Context: an optimization exercise on an open-source flow, tuned for small area. The choices shown serve that exercise and are no tape-out recipe.
RTL that was checked went through simulation tests only; none was proved equivalent to the original.
Power is estimated from default activity; no workload was simulated.

==> run a <==
// ftservo_codec
module ftservo_codec (
    input  wire        clk,
    input  wire        rst,
    input  wire        tx_start,
    input  wire [7:0]  tx_id,
    input  wire [7:0]  tx_instr,
    input  wire [7:0]  tx_k,
    output wire        tx_busy,
    input  wire        tx_pvalid,
    input  wire [7:0]  tx_pdata,
    output wire        tx_pready,
    output wire        tx_ovalid,
    output wire [7:0]  tx_odata,
    input  wire        tx_oready,
    output wire        tx_done,
    output wire        tx_err,
    input  wire        rx_start,
    input  wire [7:0]  rx_xid,
    input  wire        rx_any,
    input  wire        rx_bvalid,
    input  wire [7:0]  rx_bdata,
    input  wire        rx_timeout,
    input  wire        rx_rderr,
    output wire        rx_active,
    output wire        rx_pvalid,
    output wire [7:0]  rx_pdata,
    output wire        rx_done,
    output wire [3:0]  rx_result,
    output wire [7:0]  rx_pkt_id,
    output wire [7:0]  rx_pkt_err,
    output wire [7:0]  rx_pkt_count,
    input  wire        w_valid,
    input  wire [2:0]  w_op,
    input  wire [7:0]  w_a,
    input  wire [7:0]  w_b,
    input  wire [7:0]  w_c,
    input  wire [31:0] w_opa,
    output wire        w_done,
    output wire [31:0] w_result
);
    ftservo_tx_framer u_tx (
        .clk(clk), .rst(rst),
        .tx_start(tx_start), .tx_id(tx_id), .tx_instr(tx_instr), .tx_k(tx_k),
        .tx_busy(tx_busy),
        .tx_pvalid(tx_pvalid), .tx_pdata(tx_pdata), .tx_pready(tx_pready),
        .tx_ovalid(tx_ovalid), .tx_odata(tx_odata), .tx_oready(tx_oready),
        .tx_done(tx_done), .tx_err(tx_err)
    );
    ftservo_rx_receiver u_rx (
        .clk(clk), .rst(rst),
        .rx_start(rx_start), .rx_xid(rx_xid), .rx_any(rx_any),
  ...
==> module ftservo_word_unit, before the edit <==
module ftservo_word_unit (
    input  wire        clk,
    input  wire        rst,
    input  wire        w_valid,
    input  wire [2:0]  w_op,
    input  wire [7:0]  w_a,
    input  wire [7:0]  w_b,
    input  wire [7:0]  w_c,
    input  wire [31:0] w_opa,
    output reg         w_done,
    output reg  [31:0] w_result
);
    wire        e = w_c[0];
    wire [3:0]  s = w_b[3:0];
    wire [15:0] v16 = w_opa[15:0];
    wire [15:0] sbit = 16'd1 << s;
    wire to_host = (w_op == 3'd3);
    wire to_dev  = (w_op == 3'd4);
    wire sign_op = to_host | to_dev;
    wire neg_d   = to_dev & w_opa[31];
    wire neg     = (to_host & v16[s]) | neg_d;
    wire [31:0] y = {w_opa[31:16] & {16{to_dev}}, v16 & ~(sbit & {16{to_host}})};
    reg [31:0] flip;
    integer i;
    always @(*) begin
        flip[0] = 1'b0;
        for (i = 1; i < 32; i = i + 1)
            flip[i] = flip[i-1] | (neg & y[i-1]);
    end
    wire [31:0] sgn = (y ^ flip) | {16'h0000, sbit & {16{neg_d}}};
    reg [15:0] byt;
    always @(*) begin
        case (w_op)
            3'd0: byt = e ? {w_a, w_b} : {w_b, w_a};
            3'd1: byt = {8'h00, e ? v16[15:8] : v16[7:0]};
            3'd2: byt = {8'h00, e ? v16[7:0] : v16[15:8]};
            default: byt = 16'h0000;
        endcase
    end
    wire [31:0] result_d = sign_op ? sgn : {16'h0000, byt};
    always @(posedge clk) begin
        if (rst)
            w_done <= 1'b0;
        else
            w_done <= w_valid;
        w_result <= result_d;
    end
endmodule
==> module ftservo_tx_framer, before the edit <==
module ftservo_tx_framer (
    input  wire       clk,
    input  wire       rst,
    input  wire       tx_start,
    input  wire [7:0] tx_id,
    input  wire [7:0] tx_instr,
    input  wire [7:0] tx_k,
    output wire       tx_busy,
    input  wire       tx_pvalid,
    input  wire [7:0] tx_pdata,
    output wire       tx_pready,
    output reg        tx_ovalid,
    output reg  [7:0] tx_odata,
    input  wire       tx_oready,
    output wire       tx_done,
    output wire       tx_err
);
    localparam [3:0] S_IDLE  = 4'b0000,
                     S_DONE  = 4'b0010,
                     S_DERR  = 4'b0011,
                     S_HDR0  = 4'b1000,
                     S_HDR1  = 4'b1001,
                     S_ID    = 4'b1010,
                     S_LEN   = 4'b1011,
                     S_INSTR = 4'b1100,
                     S_PARAM = 4'b1101,
                     S_CSUM  = 4'b1110;
    reg [3:0] st;
    reg [7:0] acc;       
    reg [7:0] instr_q;
    reg [7:0] rem;       
    assign tx_busy   = st[3];
    assign tx_done   = ~st[3] & st[1];
    assign tx_err    = st[0];
    assign tx_pready = (st == S_PARAM) & tx_oready;
    always @(*) begin
        tx_ovalid = st[3];
        case (st)
            S_ID:    tx_odata = acc;
            S_LEN:   tx_odata = {rem[7:1] + 7'd1, rem[0]};
            S_INSTR: tx_odata = instr_q;
            S_PARAM: begin tx_ovalid = tx_pvalid; tx_odata = tx_pdata; end
            S_CSUM:  tx_odata = ~acc;
            default: tx_odata = 8'hFF;
        endcase
    end
    wire fire = tx_ovalid & tx_oready;
    wire take = ~st[3] & tx_start;
    wire too_long = tx_k > 8'd244;
    always @(posedge clk) begin
        if (take) begin
            acc     <= tx_id;
            instr_q <= tx_instr;
            rem     <= tx_k;
        end else if (fire) begin
            if (st == S_LEN || st == S_INSTR || st == S_PARAM)
                acc <= acc + tx_odata;
            if (st == S_PARAM)
                rem <= rem - 8'd1;
        end
    end
    always @(posedge clk) begin
        if (rst) begin
            st <= S_IDLE;
        end else if (~st[3]) begin
            if (tx_start)
                st <= too_long ? S_DERR : S_HDR0;
            else
                st <= S_IDLE;
        end else if (fire) begin
            case (st)
                S_HDR0:  st <= S_HDR1;
                S_HDR1:  st <= S_ID;
                S_ID:    st <= S_LEN;
                S_LEN:   st <= S_INSTR;
                S_INSTR: st <= (rem == 8'd0) ? S_CSUM : S_PARAM;
                S_PARAM: st <= (rem == 8'd1) ? S_CSUM : S_PARAM;
                default: st <= S_DONE;
            endcase
        end
    end
endmodule
==> module ftservo_rx_receiver, before the edit <==
module ftservo_rx_receiver (
    input  wire       clk,
    input  wire       rst,
    input  wire       rx_start,
    input  wire [7:0] rx_xid,
    input  wire       rx_any,
    input  wire       rx_bvalid,
    input  wire [7:0] rx_bdata,
    input  wire       rx_timeout,
    input  wire       rx_rderr,
    output wire       rx_active,
    output reg        rx_pvalid,
    output reg  [7:0] rx_pdata,
    output wire       rx_done,
    output wire [3:0] rx_result,
    output wire [7:0] rx_pkt_id,
    output wire [7:0] rx_pkt_err,
    output wire [7:0] rx_pkt_count
);
    localparam [3:0] SC_IDLE  = 4'b0000,
                     SC_OK    = 4'b0100,
                     SC_FAIL  = 4'b0101,
                     SC_TOUT  = 4'b0110,
                     SC_CORR  = 4'b0111,
                     SC_EMPTY = 4'b1000,    
                     SC_FF1   = 4'b1001,    
                     SC_FF2   = 4'b1010,    
                     SC_ID    = 4'b1011,    
                     SC_ERR   = 4'b1100,    
                     SC_BODY  = 4'b1101;    
    reg [3:0] sc;
    reg [7:0] x_q;       
    reg       any_q;
    reg [7:0] err_q;
    reg [7:0] cnt_q;     
    reg [7:0] rem;       
    reg [7:0] sum;       
    assign rx_active    = sc[3];
    assign rx_done      = ~sc[3] & sc[2];
    assign rx_result    = {1'b0, sc[1] | sc[0], sc[1], sc[1] & sc[0]};
    assign rx_pkt_id    = x_q;
    assign rx_pkt_err   = err_q;
    assign rx_pkt_count = cnt_q;
    wire       is_ff   = (rx_bdata == 8'hFF);
    wire       id_ok   = any_q | (rx_bdata == x_q);
    wire       len_bad = (rx_bdata < 8'd2) | (rx_bdata > 8'd246);
    wire [7:0] sum_b   = sum + rx_bdata;
    wire [7:0] k_b     = rx_bdata - 8'd2;
    wire       take    = ~sc[3] & rx_start;
    wire       byte_in = sc[3] & rx_bvalid & ~rx_timeout & ~rx_rderr;
    always @(posedge clk)
        rx_pdata <= rx_bdata;
    always @(posedge clk) begin
        if (take) begin
            x_q   <= rx_xid;
            any_q <= rx_any;
        end else if (byte_in && sc == SC_FF2 && id_ok) begin
            x_q   <= rx_bdata;
        end
    end
    always @(posedge clk) begin
        if (byte_in) begin
            if (sc == SC_ID) begin
                cnt_q <= k_b;
                rem   <= k_b;
            end else if (sc == SC_BODY) begin
                rem   <= rem - 8'd1;
            end
            if (sc == SC_ERR)
                err_q <= rx_bdata;
            if (sc == SC_EMPTY || sc == SC_FF1 || (sc == SC_FF2 && !id_ok))
                sum <= 8'h00;
            else
                sum <= sum_b;
        end
    end
    always @(posedge clk) begin
        if (rst) begin
            sc        <= SC_IDLE;
            rx_pvalid <= 1'b0;
        end else begin
            rx_pvalid <= byte_in && sc == SC_BODY && rem != 8'd0;
            if (!sc[3]) begin
                sc <= rx_start ? SC_EMPTY : SC_IDLE;
            end else if (rx_timeout) begin
                sc <= SC_TOUT;
            end else if (rx_rderr) begin
                sc <= SC_FAIL;
            end else if (rx_bvalid) begin
                case (sc)
                    SC_EMPTY: sc <= is_ff ? SC_FF1 : SC_EMPTY;
                    SC_FF1:   sc <= is_ff ? SC_FF2 : SC_EMPTY;
                    SC_FF2:   sc <= id_ok ? SC_ID : (is_ff ? SC_FF2 : SC_EMPTY);
                    SC_ID:    sc <= len_bad ? SC_CORR : SC_ERR;
                    SC_ERR:   sc <= SC_BODY;
                    default:  if (rem == 8'd0) sc <= (sum_b == 8'hFF) ? SC_OK : SC_CORR;
                endcase
            end
        end
    end
endmodule
export LEC_CHECK = 0
export ABC_AREA = 1
export CAP_MARGIN = 20
export CORE_AREA = 5 5 125 125
export DIE_AREA = 0 0 130 130
export SLEW_MARGIN = 20
create_clock -name core_clock -period 10.0 [get_ports {clk}]
standard.sh (not shown) runs the stock make flow with config.mk's settings and CLKGATE_MAP_FILE= SYNTH_SCRIPT=/design/flow/synth_recipe.tcl, a recipe that flattens the netlist after the stock synthesis.
==> flow/flow/run.sh <==
#!/bin/bash
# Own layout flow: the standard layout (standard.sh), with the port
# buffers made from the smallest buffer cell and the clock tree built from
# small clock buffers without dummy loads. Each tool's full output is kept
# in this folder (ORFS's own per-step logs are under orfs/logs).
set -euo pipefail
export BUFFER_PORTS_ARGS="-buffer_cell sky130_fd_sc_hd__buf_1"
export CTS_ARGS="-sink_clustering_enable -repair_clock_nets -dont_use_dummy_load -root_buf sky130_fd_sc_hd__clkbuf_8 -buf_list sky130_fd_sc_hd__clkbuf_4"
bash standard.sh > standard_make.log 2>&1
==> run b (differences from run a) <==
--- a/flow/design.v
+++ b/flow/design.v
@@ -195,2 +195,7 @@
 );
+    localparam [2:0] OP_MAKE      = 3'd0,
+                     OP_LOBYTE    = 3'd1,
+                     OP_HIBYTE    = 3'd2,
+                     OP_TO_HOST   = 3'd3,
+                     OP_TO_DEVICE = 3'd4;
     wire        e = w_c[0];
@@ -199,26 +204,19 @@
     wire [15:0] sbit = 16'd1 << s;
-    wire to_host = (w_op == 3'd3);
-    wire to_dev  = (w_op == 3'd4);
-    wire sign_op = to_host | to_dev;
+    wire to_host = (w_op == OP_TO_HOST);
+    wire to_dev  = (w_op == OP_TO_DEVICE);
+    wire neg_h   = to_host & v16[s];
     wire neg_d   = to_dev & w_opa[31];
-    wire neg     = (to_host & v16[s]) | neg_d;
-    wire [31:0] y = {w_opa[31:16] & {16{to_dev}}, v16 & ~(sbit & {16{to_host}})};
-    reg [31:0] flip;
-    integer i;
-    always @(*) begin
-        flip[0] = 1'b0;
-        for (i = 1; i < 32; i = i + 1)
-            flip[i] = flip[i-1] | (neg & y[i-1]);
-    end
-    wire [31:0] sgn = (y ^ flip) | {16'h0000, sbit & {16{neg_d}}};
-    reg [15:0] byt;
+    wire neg     = neg_h | neg_d;
+    reg [31:0] x;
     always @(*) begin
         case (w_op)
-            3'd0: byt = e ? {w_a, w_b} : {w_b, w_a};
-            3'd1: byt = {8'h00, e ? v16[15:8] : v16[7:0]};
-            3'd2: byt = {8'h00, e ? v16[7:0] : v16[15:8]};
-            default: byt = 16'h0000;
+            OP_MAKE:      x = e ? {16'h0000, w_a, w_b} : {16'h0000, w_b, w_a};
+            OP_LOBYTE:    x = e ? {24'h000000, v16[15:8]} : {24'h000000, v16[7:0]};
+            OP_HIBYTE:    x = e ? {24'h000000, v16[7:0]} : {24'h000000, v16[15:8]};
+            OP_TO_HOST:   x = {16'h0000, v16 & ~sbit};
+            OP_TO_DEVICE: x = w_opa;
+            default:      x = 32'h00000000;
         endcase
     end
-    wire [31:0] result_d = sign_op ? sgn : {16'h0000, byt};
+    wire [31:0] result_d = ((x ^ {32{neg}}) + {31'd0, neg}) | {16'h0000, neg_d ? sbit : 16'h0000};
     always @(posedge clk) begin
==> flow/run.sh (new file) <==
#!/bin/bash
# synth_recipe.tcl (not shown) runs the flow's synth.tcl, then flattens the netlist and writes it again
# the make line also repeats each setting of config.mk as NAME=value (left out here)
make -C /OpenROAD-flow-scripts/flow DESIGN_CONFIG=/design/flow/config.mk WORK_HOME=/design/flow/orfs CLKGATE_MAP_FILE= SYNTH_SCRIPT=/design/flow/synth_recipe.tcl finish
--- a/flow/config.mk
+++ b/flow/config.mk
@@ -7,6 +7,5 @@
 export LEC_CHECK = 0
-export ABC_AREA = 1
 export CAP_MARGIN = 20
-export CORE_AREA = 5 5 125 125
-export DIE_AREA = 0 0 130 130
+export CORE_AREA = 10 10 170 170
+export DIE_AREA = 0 0 180 180
 export SLEW_MARGIN = 20
removed: flow/flow/run.sh
removed: flow/standard.sh
==> run c (differences from run a) <==
--- a/flow/design.v
+++ b/flow/design.v
@@ -30,3 +30,3 @@
     reg [7:0] instr_q;
-    reg [7:0] rem;       
+    reg [7:0] cnt;       
     assign tx_busy   = st[3];
@@ -39,3 +39,3 @@
             S_ID:    tx_odata = acc;
-            S_LEN:   tx_odata = {rem[7:1] + 7'd1, rem[0]};
+            S_LEN:   tx_odata = cnt;
             S_INSTR: tx_odata = instr_q;
@@ -49,2 +49,6 @@
     wire too_long = tx_k > 8'd244;
+    wire       inv = (st == S_LEN);
+    wire [7:0] carry = {&cnt[6:0], &cnt[5:0], &cnt[4:0], &cnt[3:0],
+                        &cnt[2:0], &cnt[1:0], cnt[0], 1'b1};
+    wire [7:0] cnt_step = cnt ^ (carry | {8{inv}});
     always @(posedge clk) begin
@@ -53,3 +57,3 @@
             instr_q <= tx_instr;
-            rem     <= tx_k;
+            cnt     <= tx_k;
         end else if (fire) begin
@@ -57,4 +61,4 @@
                 acc <= acc + tx_odata;
-            if (st == S_PARAM)
-                rem <= rem - 8'd1;
+            if (st == S_HDR0 || st == S_HDR1 || st == S_LEN || st == S_PARAM)
+                cnt <= cnt_step;
         end
@@ -75,4 +79,4 @@
                 S_LEN:   st <= S_INSTR;
-                S_INSTR: st <= (rem == 8'd0) ? S_CSUM : S_PARAM;
-                S_PARAM: st <= (rem == 8'd1) ? S_CSUM : S_PARAM;
+                S_INSTR: st <= (cnt == 8'd253) ? S_CSUM : S_PARAM;
+                S_PARAM: st <= (cnt == 8'd252) ? S_CSUM : S_PARAM;
                 default: st <= S_DONE;
@@ -111,3 +115,4 @@
                      SC_ERR   = 4'b1100,    
-                     SC_BODY  = 4'b1101;    
+                     SC_BODY1 = 4'b1101,    
+                     SC_BODY  = 4'b1110;    
     reg [3:0] sc;
@@ -129,3 +134,5 @@
     wire [7:0] sum_b   = sum + rx_bdata;
-    wire [7:0] k_b     = rx_bdata - 8'd2;
+    wire [7:0] rem_dec = rem - 8'd1;
+    wire       last    = (rem == 8'd1);
+    wire       body    = (sc == SC_BODY1) | (sc == SC_BODY);
     wire       take    = ~sc[3] & rx_start;
@@ -144,8 +151,8 @@
         if (byte_in) begin
-            if (sc == SC_ID) begin
-                cnt_q <= k_b;
-                rem   <= k_b;
-            end else if (sc == SC_BODY) begin
-                rem   <= rem - 8'd1;
-            end
+            if (sc == SC_ID)
+                rem <= rx_bdata;
+            else if (sc == SC_ERR || body)
+                rem <= rem_dec;
+            if (sc == SC_BODY1)
+                cnt_q <= rem_dec;
             if (sc == SC_ERR)
@@ -163,3 +170,3 @@
         end else begin
-            rx_pvalid <= byte_in && sc == SC_BODY && rem != 8'd0;
+            rx_pvalid <= byte_in && body && !last;
             if (!sc[3]) begin
@@ -176,4 +183,4 @@
                     SC_ID:    sc <= len_bad ? SC_CORR : SC_ERR;
-                    SC_ERR:   sc <= SC_BODY;
-                    default:  if (rem == 8'd0) sc <= (sum_b == 8'hFF) ? SC_OK : SC_CORR;
+                    SC_ERR:   sc <= SC_BODY1;
+                    default:  sc <= !last ? SC_BODY : (sum_b == 8'hFF) ? SC_OK : SC_CORR;
                 endcase
@@ -199,2 +206,5 @@
     wire [15:0] sbit = 16'd1 << s;
+    wire op_make = (w_op == 3'd0);
+    wire op_lo   = (w_op == 3'd1);
+    wire op_hi   = (w_op == 3'd2);
     wire to_host = (w_op == 3'd3);
@@ -203,4 +213,4 @@
     wire neg_d   = to_dev & w_opa[31];
-    wire neg     = (to_host & v16[s]) | neg_d;
-    wire [31:0] y = {w_opa[31:16] & {16{to_dev}}, v16 & ~(sbit & {16{to_host}})};
+    wire neg     = (to_host & |(v16 & sbit)) | neg_d;
+    wire [31:0] y = {w_opa[31:16] & {16{to_dev}}, v16 & {16{sign_op}} & ~(sbit & {16{to_host}})};
     reg [31:0] flip;
@@ -212,13 +222,8 @@
     end
-    wire [31:0] sgn = (y ^ flip) | {16'h0000, sbit & {16{neg_d}}};
-    reg [15:0] byt;
-    always @(*) begin
-        case (w_op)
-            3'd0: byt = e ? {w_a, w_b} : {w_b, w_a};
-            3'd1: byt = {8'h00, e ? v16[15:8] : v16[7:0]};
-            3'd2: byt = {8'h00, e ? v16[7:0] : v16[15:8]};
-            default: byt = 16'h0000;
-        endcase
-    end
-    wire [31:0] result_d = sign_op ? sgn : {16'h0000, byt};
+    wire sel_lo = (op_lo & ~e) | (op_hi & e);
+    wire sel_hi = (op_lo & e) | (op_hi & ~e);
+    wire [7:0] byte0 = ({8{op_make & ~e}} & w_a) | ({8{op_make & e}} & w_b)
+                     | ({8{sel_lo}} & v16[7:0]) | ({8{sel_hi}} & v16[15:8]);
+    wire [7:0] byte1 = ({8{op_make & ~e}} & w_b) | ({8{op_make & e}} & w_a);
+    wire [31:0] result_d = (y ^ flip) | {16'h0000, sbit & {16{neg_d}}} | {16'h0000, byte1, byte0};
     always @(posedge clk) begin
==> flow/flow/run.sh (replaced) <==
#!/bin/bash
# Own layout flow: the standard layout (standard.sh) with three changes:
#  - synthesis maps the logic with an area-oriented ABC script
#    (flow/abc_area.script, used through ABC_AREA=1 from a copy of the
#    ORFS scripts folder; everything else in synthesis is unchanged);
#  - the port buffers are the smallest buffer cell;
#  - the clock tree is built from small clock buffers without dummy loads.
# Each step's full output is kept in this folder (ORFS's own per-step logs
# are under orfs/logs).
set -euo pipefail
rm -rf synth_scripts
cp -r "$FLOW_HOME/scripts" synth_scripts
cp flow/abc_area.script synth_scripts/abc_area.script
SCRIPTS_DIR="$PWD/synth_scripts" bash standard.sh synth > synth_make.log 2>&1
export BUFFER_PORTS_ARGS="-buffer_cell sky130_fd_sc_hd__buf_1"
export CTS_ARGS="-sink_clustering_enable -repair_clock_nets -dont_use_dummy_load -root_buf sky130_fd_sc_hd__clkbuf_8 -buf_list sky130_fd_sc_hd__clkbuf_4"
export RECOVER_POWER="${RECOVER_POWER:-100}"
bash standard.sh > layout_make.log 2>&1
==> flow/flow/abc_area.script (new file) <==
strash
&get -n
&st
&dch
&nf -R 1000
&put
topo
stime -c
==> qor summary <==
	run c	run b	run a
Initial core utilization	0.445	0.323	0.511
Startpoint of the worst register-to-register path	u_tx.st[3]$_SDFF_PP0_	u_tx.st[1]$_SDFFE_PP0P_	u_tx.st[0]$_SDFFE_PP0P_
Relative slew margins	0.233	0.282	0.252
Inserted tap cell count	180	330	180
Result of the run	timing/DRC/antenna clean	timing/DRC/antenna clean	timing/DRC/antenna clean
Multi-input gates	526	702	657
Hold Worst Slack	0.536 ns	0.574 ns	0.519 ns
Max Fclk	115 MHz	164 MHz	200 MHz
Number of global-route vias before repair	5,581	7,182	6,527
Clock share of power	0.225	0.413	0.236
Worst setup slack for register-to-register paths	6.41 ns	6.37 ns	5.85 ns
Sequential portion of the cell area	0.401	0.272	0.362
Area growth from synthesis to final layout	18.3%	33.5%	14.2%
Die Footprint	16,900 um^2	32,400 um^2	16,900 um^2
Fin worst setup slack	1.27 ns	3.92 ns	4.99 ns
Nets@finish	1,016	1,207	1,260
Power group with the highest consumption	sequential cells	clock	sequential cells
Commonest non-fill, non-tap cell in the layout	buf_1	clkdlybuf4s50_1	buf_1
Crit path required time	10.29 ns	10.32 ns	8.00 ns
Average vias per placed instance	5.62	5.24	5.33
Nonclk inv count	17	28	130
Fraction of area in multi-input gates	0.436	0.443	0.442
Function not checked in run a: the RTL went through the layout flow alone.

-- afterwards: timing with drivers on the ports --
In the flow no input, the clock included, has a driving cell. The finished layouts below were timed again as built, in two steps. Step 1 sets driving cells, clkbuf_16 on the clock port and buf_2 on the other inputs (assumed; they add their load-dependent delay and slew). Step 2 adds t to the input delays and takes it off the output delays; t is the mean of the earliest and latest rising clock arrival at the registers after step 1. Input paths then give back, and output paths get back, about the clock's delay inside the block. Slacks: ideal / step 1 / step 2; pairs: ideal / step 1.
run	t, ns	slack for setup (ns)	worst hold slack (ns)	worst setup path at the end
run a	0.425	4.993 / 4.954 / 4.595	0.519 / 0.519 / 0.519	input to register
run b	0.457	3.920 / 3.941 / 3.484	0.574 / 0.574 / 0.574	input to register
run c	0.436	1.269 / 1.284 / 0.847	0.536 / 0.536 / 0.536	input to register
After both steps every run listed still meets setup and hold. The setup slack of run b, which loses most, moves by +0.021 ns with the drivers and by -0.436 ns with both steps.
